Source: an optimization exercise on an open RTL-to-GDS flow (aim: small area). Production flows keep margins and buffers that such runs may drop.
Where RTL was checked, it was by simulation tests only, not by an equivalence proof against the original.
Power is estimated from default activity; no workload was simulated.

== run A ==
## gpu_core
module gpu_core (
    input  wire        clk,
    input  wire        rst,           
    input  wire        rx_valid,
    input  wire [7:0]  rx_data,
    output wire        tx_valid,
    output wire [7:0]  tx_data,
    input  wire        fill_req,
    output wire [11:0] rgb,
    output wire        hsync,
    output wire        vsync,
    output wire        de,
    output wire [9:0]  x,
    output wire [9:0]  y,
    output wire        frame,
    output wire        line,
    output wire        valid_data,
    output wire        in_bounds,
    output wire        seg_re,
    output wire        seg_we,
    output wire [13:0] seg_addr,
    output wire [31:0] seg_wdata,
    input  wire [31:0] seg_rdata,
    output wire        fb_rd_bank,
    output wire [7:0]  fb_rd_cx,
    output wire [7:0]  fb_rd_cy,
    input  wire [2:0]  fb_rdata,
    output wire        fb_we,
    output wire        fb_wr_bank,
    output wire [7:0]  fb_wr_cx,
    output wire [7:0]  fb_wr_cy,
    output wire [2:0]  fb_wdata
);
Size in the first run: roughly 1100 cells after synthesis, about 170 flip-flops, about 180 I/O pins, roughly 9300 um^2 of cells after synthesis.
==> flow/config.mk <==
export PLATFORM = sky130hd
export DESIGN_NAME = gpu_core
export DESIGN_NICKNAME = gpu_core
export VERILOG_FILES = /design/flow/design.v
export SDC_FILE = /design/flow/constraint.sdc
export NUM_CORES = 4
export LEC_CHECK = 0
export ABC_AREA = 1
export CAP_MARGIN = 0
export CORE_MARGIN = 2
export CORE_UTILIZATION = 60
export PLACE_DENSITY = 0.75
export SLEW_MARGIN = 0
==> flow/constraint.sdc <==
create_clock -name core_clock -period 10.0 [get_ports {clk}]
set_input_delay 2.0000 -clock core_clock [delete_from_list [all_inputs] [get_ports {clk}]]
set_output_delay 2.0000 -clock core_clock [all_outputs]
set_load 0.01 [all_outputs]
standard.sh (not shown) runs the stock make flow with config.mk's settings and CLKGATE_MAP_FILE= SYNTH_SCRIPT=/design/flow/synth_recipe.tcl, a recipe that flattens the netlist after the stock synthesis.
==> flow/flow/run.sh <==
#!/bin/bash
# The standard layout (standard.sh) with these changes, each tool's output in its own log:
#  - synthesis maps the logic with the area-oriented ABC script in flow/abc_area.script,
#  - without ORFS's hard adder cells (ADDER_MAP_FILE empty), so ABC optimises adders too;
#    registers are mapped exactly as in the standard synthesis,
#  - the port buffers are the smallest buffer, sky130_fd_sc_hd__buf_1,
#  - timing-driven global placement does not keep its trial repairs (GPL_KEEP_OVERFLOW 0);
#    the resizer step after placement still repairs every slew and capacitance violation,
#  - clock tree synthesis uses clkbuf_8, clusters up to 20 sinks within 60 um and adds no
#    dummy loads.
set -u
rm -rf myscripts
cp -r "$FLOW_HOME/scripts" myscripts
cp flow/abc_area.script myscripts/abc_area.script
export BUFFER_PORTS_ARGS="-buffer_cell sky130_fd_sc_hd__buf_1"
export GPL_KEEP_OVERFLOW=0
export CTS_ARGS="-sink_clustering_enable -repair_clock_nets -sink_clustering_size 20 -sink_clustering_max_diameter 60 -buf_list sky130_fd_sc_hd__clkbuf_8 -dont_use_dummy_load"
bash standard.sh SCRIPTS_DIR="$PWD/myscripts" ADDER_MAP_FILE= finish > standard.log 2>&1
==> flow/flow/abc_area.script <==
strash
&get -n
&deepsyn -T 60
&put
dch -f
amap
topo
Run A finished all stages; the layout is clean.
What run B does differently from run A at the input level:
==> flow/flow/run.sh <==
#!/bin/bash
# The standard layout (standard.sh) with these changes, each tool's output in its own log:
#  - synthesis maps the logic with the area-oriented ABC script in flow/abc_area.script,
#  - without ORFS's hard adder cells (ADDER_MAP_FILE empty), so ABC optimises adders too;
#    registers are mapped exactly as in the standard synthesis,
#  - the port buffers are the smallest buffer, sky130_fd_sc_hd__buf_1.
set -u
rm -rf myscripts
cp -r "$FLOW_HOME/scripts" myscripts
cp flow/abc_area.script myscripts/abc_area.script
export BUFFER_PORTS_ARGS="-buffer_cell sky130_fd_sc_hd__buf_1"
bash standard.sh SCRIPTS_DIR="$PWD/myscripts" ADDER_MAP_FILE= finish > standard.log 2>&1
-- flow/config.mk --
<<< run A, line 8
export ABC_AREA = 1
export CAP_MARGIN = 0
export CORE_MARGIN = 2
export CORE_UTILIZATION = 60
export PLACE_DENSITY = 0.75
export SLEW_MARGIN = 0
>>> run B, line 8
export ABC_AREA = 1
export CAP_MARGIN = 20
export CORE_MARGIN = 2
export CORE_UTILIZATION = 70
export CTS_BUF_LIST = sky130_fd_sc_hd__clkbuf_8
export CTS_CLUSTER_DIAMETER = 60
export CTS_CLUSTER_SIZE = 20
export PLACE_DENSITY = 0.85
export SLEW_MARGIN = 20
Results
Run B | stages: all done | timing, DRC, antenna: all pass. In the metrics for run A and run B, the one carrying the higher number of logic stages on the critical path including buffering is run B. Worst setup slack for run B is higher than for run A. Run A → run B: fraction of standard cell area that is sequential lost 0.63 points; non-clock buffer count picked up an extra about 1%; sequential power neither gained nor lost much. Higher relative contribution of the clock network to total power among run A and run B: run B. Diff run A -> run B: first-pass GRT wire length climbed 3.2 mm, total number of vias increased 374, arrival time of data at the critical path endpoint rose by 70 ps.
#### Input delta (run C over run B)
-- flow/config.mk --
<<< run B, line 11
export CORE_UTILIZATION = 70
export CTS_BUF_LIST = sky130_fd_sc_hd__clkbuf_8
export CTS_CLUSTER_DIAMETER = 60
export CTS_CLUSTER_SIZE = 20
export PLACE_DENSITY = 0.85
>>> run C, line 11
export CORE_UTILIZATION = 70
export CTS_BUF_LIST = sky130_fd_sc_hd__clkbuf_8 sky130_fd_sc_hd__clkbuf_16
export CTS_CLUSTER_DIAMETER = 80
export CTS_CLUSTER_SIZE = 25
export PLACE_DENSITY = 0.85
--- outcome ---
Run C vs run B: total power divided by cell area up by a little under 10%
Compared with run B, in run C clock power went up by 32%, area added between synthesis and finish went up by 2.0 points, worst slack on hold paths went down by 6.5 ps, final wirelength went up by 1.0%.
Compared to run B, run C leaves less free space in the core.
Arrival time of data at the critical path endpoint: run C vs run B down 90 ps
Cmp run C vs run B: clock skew after layout lower in run C
Going from run B to run C, post-layout worst setup margin grows by 56 ps.
Stage delay of the slowest cell on the critical path: run C lower than run B
Taking run B as the reference point, the post-route standard cell area excluding fillers of run C rises by 1.8%.
The following lists how run D was set up differently from run C:
-- flow/flow/run.sh --
<<< run C, line 5
#    registers are mapped exactly as in the standard synthesis,
#  - the port buffers are the smallest buffer, sky130_fd_sc_hd__buf_1.
set -u
>>> run D, line 5
#    registers are mapped exactly as in the standard synthesis,
#  - the port buffers are the smallest buffer, sky130_fd_sc_hd__buf_1,
#  - clock tree synthesis clusters up to 30 sinks within 120 um and adds no dummy loads.
set -u
<<< run C, line 11
export BUFFER_PORTS_ARGS="-buffer_cell sky130_fd_sc_hd__buf_1"
bash standard.sh SCRIPTS_DIR="$PWD/myscripts" ADDER_MAP_FILE= finish > standard.log 2>&1
>>> run D, line 12
export BUFFER_PORTS_ARGS="-buffer_cell sky130_fd_sc_hd__buf_1"
export CTS_ARGS="-sink_clustering_enable -repair_clock_nets -sink_clustering_size 30 -sink_clustering_max_diameter 120 -dont_use_dummy_load"
bash standard.sh SCRIPTS_DIR="$PWD/myscripts" ADDER_MAP_FILE= finish > standard.log 2>&1
-- flow/config.mk --
<<< run C, line 11
export CORE_UTILIZATION = 70
export CTS_BUF_LIST = sky130_fd_sc_hd__clkbuf_8 sky130_fd_sc_hd__clkbuf_16
export CTS_CLUSTER_DIAMETER = 80
export CTS_CLUSTER_SIZE = 25
export PLACE_DENSITY = 0.85
>>> run D, line 11
export CORE_UTILIZATION = 70
export PLACE_DENSITY = 0.85
## What came out
- Run D finished all stages; the layout is clean.
- Taking run C as the reference, in run D total grt overflow neither gained nor lost much; wire length per cell after detailed routing went down about 1.5%; worst path required time saw a decrease.
- Run C -> run D: sum of internal, switching and leakage power decreased by a little under 10%
- Diff run C -> run D: switching power shrank by 19%; sequential share of layout area grew by 0.78 points; total track usage shrank by 1.1 points.
- On clock power, run D does better than run C.
- Run D against run C; multi-input logic area is up slightly.
- The internal power in run D was lower than what run C gave.
- Looking at via count, run D sits below run C.
For run E, these inputs were changed with respect to run D:
==> flow/flow/run.sh <==
#!/bin/bash
# The standard layout (standard.sh) with these changes, each tool's output in its own log:
#  - synthesis maps the logic with the area-oriented ABC script in flow/abc_area.script,
#  - without ORFS's hard adder cells (ADDER_MAP_FILE empty), so ABC optimises adders too;
#    registers are mapped exactly as in the standard synthesis,
#  - the port buffers are the smallest buffer, sky130_fd_sc_hd__buf_1,
#  - timing-driven global placement does not keep its trial repairs (GPL_KEEP_OVERFLOW 0);
#    the resizer step after placement still repairs every slew and capacitance violation,
#  - clock tree synthesis uses clkbuf_8, clusters up to 20 sinks within 60 um and adds no
#    dummy loads.
set -u
rm -rf myscripts
cp -r "$FLOW_HOME/scripts" myscripts
cp flow/abc_area.script myscripts/abc_area.script
export BUFFER_PORTS_ARGS="-buffer_cell sky130_fd_sc_hd__buf_1"
export GPL_KEEP_OVERFLOW=0
export CTS_ARGS="-sink_clustering_enable -repair_clock_nets -sink_clustering_size 20 -sink_clustering_max_diameter 60 -buf_list sky130_fd_sc_hd__clkbuf_8 -dont_use_dummy_load"
bash standard.sh SCRIPTS_DIR="$PWD/myscripts" ADDER_MAP_FILE= finish > standard.log 2>&1
-- flow/config.mk --
<<< run D, line 10
export CORE_MARGIN = 2
export CORE_UTILIZATION = 70
export PLACE_DENSITY = 0.85
export SLEW_MARGIN = 20
>>> run E, line 10
export CORE_MARGIN = 2
export CORE_UTILIZATION = 60
export PLACE_DENSITY = 0.75
export SLEW_MARGIN = 20
## What came out
The flow did not stop early for run E: all stages ran, and the layout cleared the timing, design-rule and antenna checks. Comparing multi-input logic portion of the cell area for run D and run E, the smaller number came from run D. Diff run E..run D | remaining design rule violation count | unchanged. Run D → run E: fraction of layout cells with a size suffix above 1 higher; layout overhead on the synthesized area saw a decrease; final standard cell utilization of the core lower.
What run F does differently from run E at the input level:
==> flow/flow/run.sh <==
#!/bin/bash
# The standard layout (standard.sh) with these changes, each tool's output in its own log:
#  - synthesis maps the logic with the area-oriented ABC script in flow/abc_area.script,
#  - without ORFS's hard adder cells (ADDER_MAP_FILE empty), so ABC optimises adders too;
#    registers are mapped exactly as in the standard synthesis,
#  - the port buffers are the smallest buffer, sky130_fd_sc_hd__buf_1,
#  - clock tree synthesis clusters up to 20 sinks within 80 um behind clkbuf_8 leaf buffers and adds no dummy loads.
set -u
rm -rf myscripts
cp -r "$FLOW_HOME/scripts" myscripts
cp flow/abc_area.script myscripts/abc_area.script
export BUFFER_PORTS_ARGS="-buffer_cell sky130_fd_sc_hd__buf_1"
export CTS_ARGS="-sink_clustering_enable -repair_clock_nets -sink_clustering_size 20 -sink_clustering_max_diameter 80 -sink_clustering_buffer sky130_fd_sc_hd__clkbuf_8 -dont_use_dummy_load"
bash standard.sh SCRIPTS_DIR="$PWD/myscripts" ADDER_MAP_FILE= finish > standard.log 2>&1
-- flow/config.mk --
<<< run E, line 10
export CORE_MARGIN = 2
export CORE_UTILIZATION = 60
export PLACE_DENSITY = 0.75
export SLEW_MARGIN = 20
>>> run F, line 10
export CORE_MARGIN = 2
export CORE_UTILIZATION = 70
export PLACE_DENSITY = 0.85
export SLEW_MARGIN = 20
Results
The number of buffers outside the clock class in the layout of run F exceeds that of run E by about 1%.
Taking run E as the reference, in run F worst hold slack about even; final area rose about 1.6%; number of nets with antenna violations after detailed routing about even.
Looking at global-route usage over all layers, run F sits 6.4 points above run E.
From run E to run F the numbers moved as follows: count of clock-buffer cells in the layout has remained practically unchanged, shortest clock period the worst path allows after layout has decreased.

========
gpu_core, a different RTL version from the one above (not shown whole).
For scale: about 240 flip-flops, ~0.011 mm² of cells after synthesis.
export LEC_CHECK = 0
export ABC_AREA = 1
export CAP_MARGIN = 20
export CORE_MARGIN = 2
export CORE_UTILIZATION = 80
export PLACE_DENSITY = 0.92
export SLEW_MARGIN = 20
create_clock -name core_clock -period 10.0 [get_ports {clk}]
==> flow/flow/run.sh <==
#!/bin/bash
# The standard layout (standard.sh) with these changes, each tool's output in its own log:
#  - synthesis maps the logic with the area-oriented ABC script in flow/abc_area.script,
#  - without ORFS's hard adder cells (ADDER_MAP_FILE empty), so ABC optimises adders too;
#    registers are mapped exactly as in the standard synthesis,
#  - the port buffers are the smallest buffer, sky130_fd_sc_hd__buf_1,
#  - clock tree synthesis clusters up to 25 sinks within 100 um and adds no dummy loads.
set -u
rm -rf myscripts
cp -r "$FLOW_HOME/scripts" myscripts
cp flow/abc_area.script myscripts/abc_area.script
export BUFFER_PORTS_ARGS="-buffer_cell sky130_fd_sc_hd__buf_1"
export CTS_ARGS="-sink_clustering_enable -repair_clock_nets -sink_clustering_size 25 -sink_clustering_max_diameter 100 -dont_use_dummy_load"
bash standard.sh SCRIPTS_DIR="$PWD/myscripts" ADDER_MAP_FILE= finish > standard.log 2>&1
Scripts as last shown in full above: flow/flow/abc_area.script
The baseline finished clean.
Edit:
Settings changed: CORE_UTILIZATION 80 to 70, PLACE_DENSITY 0.92 to 0.85.
Power fell by 1.6%.
Hold slack stays flat.
First-iteration DRC count came out lower by 55%.
Die area rises by 14%.
Non-clock buffer count rises by 1.
No run of this note included a check of the RTL's function; only the layout flow was run.

========
gpu_core, a different RTL version from the one above (not shown whole).
Size: ~1200 cells after synthesis, roughly 240 flip-flops.
export LEC_CHECK = 0
export ABC_AREA = 1
export CAP_MARGIN = 0
export CORE_MARGIN = 2
export CORE_UTILIZATION = 70
export CTS_CLUSTER_DIAMETER = 100
export CTS_CLUSTER_SIZE = 25
export PLACE_DENSITY = 0.85
export SLEW_MARGIN = 0
create_clock -name core_clock -period 10.0 [get_ports {clk}]
==> flow/flow/run.sh <==
#!/bin/bash
# The standard layout (standard.sh) with three changes, each tool's output in its own log:
#  - synthesis maps the logic with the area-oriented ABC script in flow/abc_area.script,
#  - without ORFS's hard adder cells (ADDER_MAP_FILE empty), so ABC optimises adders too;
#    registers are mapped exactly as in the standard synthesis,
#  - the port buffers are the smallest buffer, sky130_fd_sc_hd__buf_1.
set -u
rm -rf myscripts
cp -r "$FLOW_HOME/scripts" myscripts
cp flow/abc_area.script myscripts/abc_area.script
export BUFFER_PORTS_ARGS="-buffer_cell sky130_fd_sc_hd__buf_1"
bash standard.sh SCRIPTS_DIR="$PWD/myscripts" ADDER_MAP_FILE= finish > standard.log 2>&1
Scripts as last shown in full above: flow/flow/abc_area.script
Change:
Settings changed: CAP_MARGIN 0 to 20, SLEW_MARGIN 0 to 20.
The new run completed with no timing, DRC or antenna violations.
Routed wire length stays the same.
Final cell count stays the same.
Total power stays flat.
Global-route usage stays the same.
Via count goes down by 0.44%.
Area after synthesis is unchanged.

========
RTL: one of the versions met above, not the one the previous note started from.
Size: about 1100 cells after synthesis, ~170 flip-flops, ~9300 µm² of cells after synthesis.
Design gpu_core, start of the top module:
module gpu_core (
    input  wire        clk,
    input  wire        rst,           
    input  wire        rx_valid,
    input  wire [7:0]  rx_data,
    output wire        tx_valid,
    output wire [7:0]  tx_data,
    input  wire        fill_req,
    output wire [11:0] rgb,
    output wire        hsync,
    output wire        vsync,
    output wire        de,
    output wire [9:0]  x,
    output wire [9:0]  y,
    output wire        frame,
    output wire        line,
    output wire        valid_data,
    output wire        in_bounds,
    output wire        seg_re,
    output wire        seg_we,
    output wire [13:0] seg_addr,
    output wire [31:0] seg_wdata,
    input  wire [31:0] seg_rdata,
    output wire        fb_rd_bank,
    output wire [7:0]  fb_rd_cx,
    output wire [7:0]  fb_rd_cy,
    input  wire [2:0]  fb_rdata,
    output wire        fb_we,
    output wire        fb_wr_bank,
    output wire [7:0]  fb_wr_cx,
    output wire [7:0]  fb_wr_cy,
    output wire [2:0]  fb_wdata
);
==> flow/config.mk <==
export PLATFORM = sky130hd
export DESIGN_NAME = gpu_core
export DESIGN_NICKNAME = gpu_core
export VERILOG_FILES = /design/flow/design.v
export SDC_FILE = /design/flow/constraint.sdc
export NUM_CORES = 4
export LEC_CHECK = 0
export ABC_AREA = 1
export CAP_MARGIN = 20
export CORE_MARGIN = 2
export CORE_UTILIZATION = 65
export PLACE_DENSITY = 0.8
export SLEW_MARGIN = 20
==> flow/constraint.sdc <==
create_clock -name core_clock -period 10.0 [get_ports {clk}]
set_input_delay 2.0000 -clock core_clock [delete_from_list [all_inputs] [get_ports {clk}]]
set_output_delay 2.0000 -clock core_clock [all_outputs]
set_load 0.01 [all_outputs]
==> flow/flow/run.sh <==
#!/bin/bash
# The standard layout (standard.sh) with these changes, each tool's output in its own log:
#  - synthesis maps the logic with the area-oriented ABC script in flow/abc_area.script,
#  - without ORFS's hard adder cells (ADDER_MAP_FILE empty), so ABC optimises adders too;
#    registers are mapped exactly as in the standard synthesis,
#  - the port buffers are the smallest buffer, sky130_fd_sc_hd__buf_1,
#  - clock tree synthesis clusters up to 25 sinks within 100 um and adds no dummy loads.
set -u
rm -rf myscripts
cp -r "$FLOW_HOME/scripts" myscripts
cp flow/abc_area.script myscripts/abc_area.script
export BUFFER_PORTS_ARGS="-buffer_cell sky130_fd_sc_hd__buf_1"
export CTS_ARGS="-sink_clustering_enable -repair_clock_nets -sink_clustering_size 25 -sink_clustering_max_diameter 100 -dont_use_dummy_load"
bash standard.sh SCRIPTS_DIR="$PWD/myscripts" ADDER_MAP_FILE= finish > standard.log 2>&1
Scripts as last shown in full above: flow/flow/abc_area.script
The first run finished with timing, DRC and antenna clean.
Edit:
- CORE_UTILIZATION: 65 -> 60
- PLACE_DENSITY: 0.8 -> 0.75
Result: Routed wire length drops by 1.9%; non-clock buffer count drops by 4; cell area is unchanged; flip-flop and latch count stays the same; worst hold slack is about the same; cell count hardly moves; total power drops by 0.83%.

-- what the ideal ports hide --
In the flow no input, the clock included, has a driving cell. The finished layouts below were timed again as built, in two steps. Step 1 (the two cells are an assumption about what drives the block):
set clk [get_ports {clk}]
set_driving_cell -lib_cell sky130_fd_sc_hd__clkbuf_16 $clk
set_driving_cell -lib_cell sky130_fd_sc_hd__buf_2 [delete_from_list [all_inputs] $clk]
Step 2 times the ports against the registers' clock, not the clock port: input delays grow and output delays shrink by t, the midpoint of the rising clock arrivals with the driver on. a / b / c = ideal ports / drivers / drivers and shift; a / b = the first two.
run	t, ns	setup WS [ns]	hold WS [ns]	worst register clock-pin slew, ns	cell pins on the clock port's net
run A	0.472	0.747 / 0.765 / 0.293	0.448 / 0.448 / 0.448	0.09 / 0.09	1
run B	0.516	0.751 / 0.768 / 0.253	0.462 / 0.462 / 0.462	0.11 / 0.11	1
run C	0.489	0.807 / 0.830 / 0.341	0.456 / 0.456 / 0.456	0.08 / 0.08	1
run D	0.475	0.774 / 0.797 / 0.323	0.448 / 0.448 / 0.448	0.08 / 0.08	1
run E	0.501	0.730 / 0.748 / 0.247	0.450 / 0.450 / 0.450	0.11 / 0.11	1
run F	0.475	0.774 / 0.797 / 0.323	0.448 / 0.448 / 0.448	0.08 / 0.08	1
the first run of note 2	0.502	2.328 / 2.282 / 2.784	0.425 / 0.425 / 0.425	0.11 / 0.11	1
the second run of note 2	0.506	2.438 / 2.395 / 2.901	0.426 / 0.426 / 0.426	0.10 / 0.10	1
the first run of note 3	0.516	3.224 / 3.184 / 3.433	0.426 / 0.426 / 0.426	0.11 / 0.11	1
the second run of note 3	0.514	3.204 / 3.163 / 3.388	0.426 / 0.426 / 0.426	0.11 / 0.11	1
the first run of note 4	0.466	0.902 / 0.924 / 0.458	0.450 / 0.450 / 0.450	0.07 / 0.07	1
the second run of note 4	0.457	0.929 / 0.949 / 0.492	0.449 / 0.449 / 0.449	0.07 / 0.07	1
After both steps every run listed still meets setup and hold. For run B, which loses most, drivers alone change the setup slack by +0.017 ns; drivers and shift together by -0.498 ns.
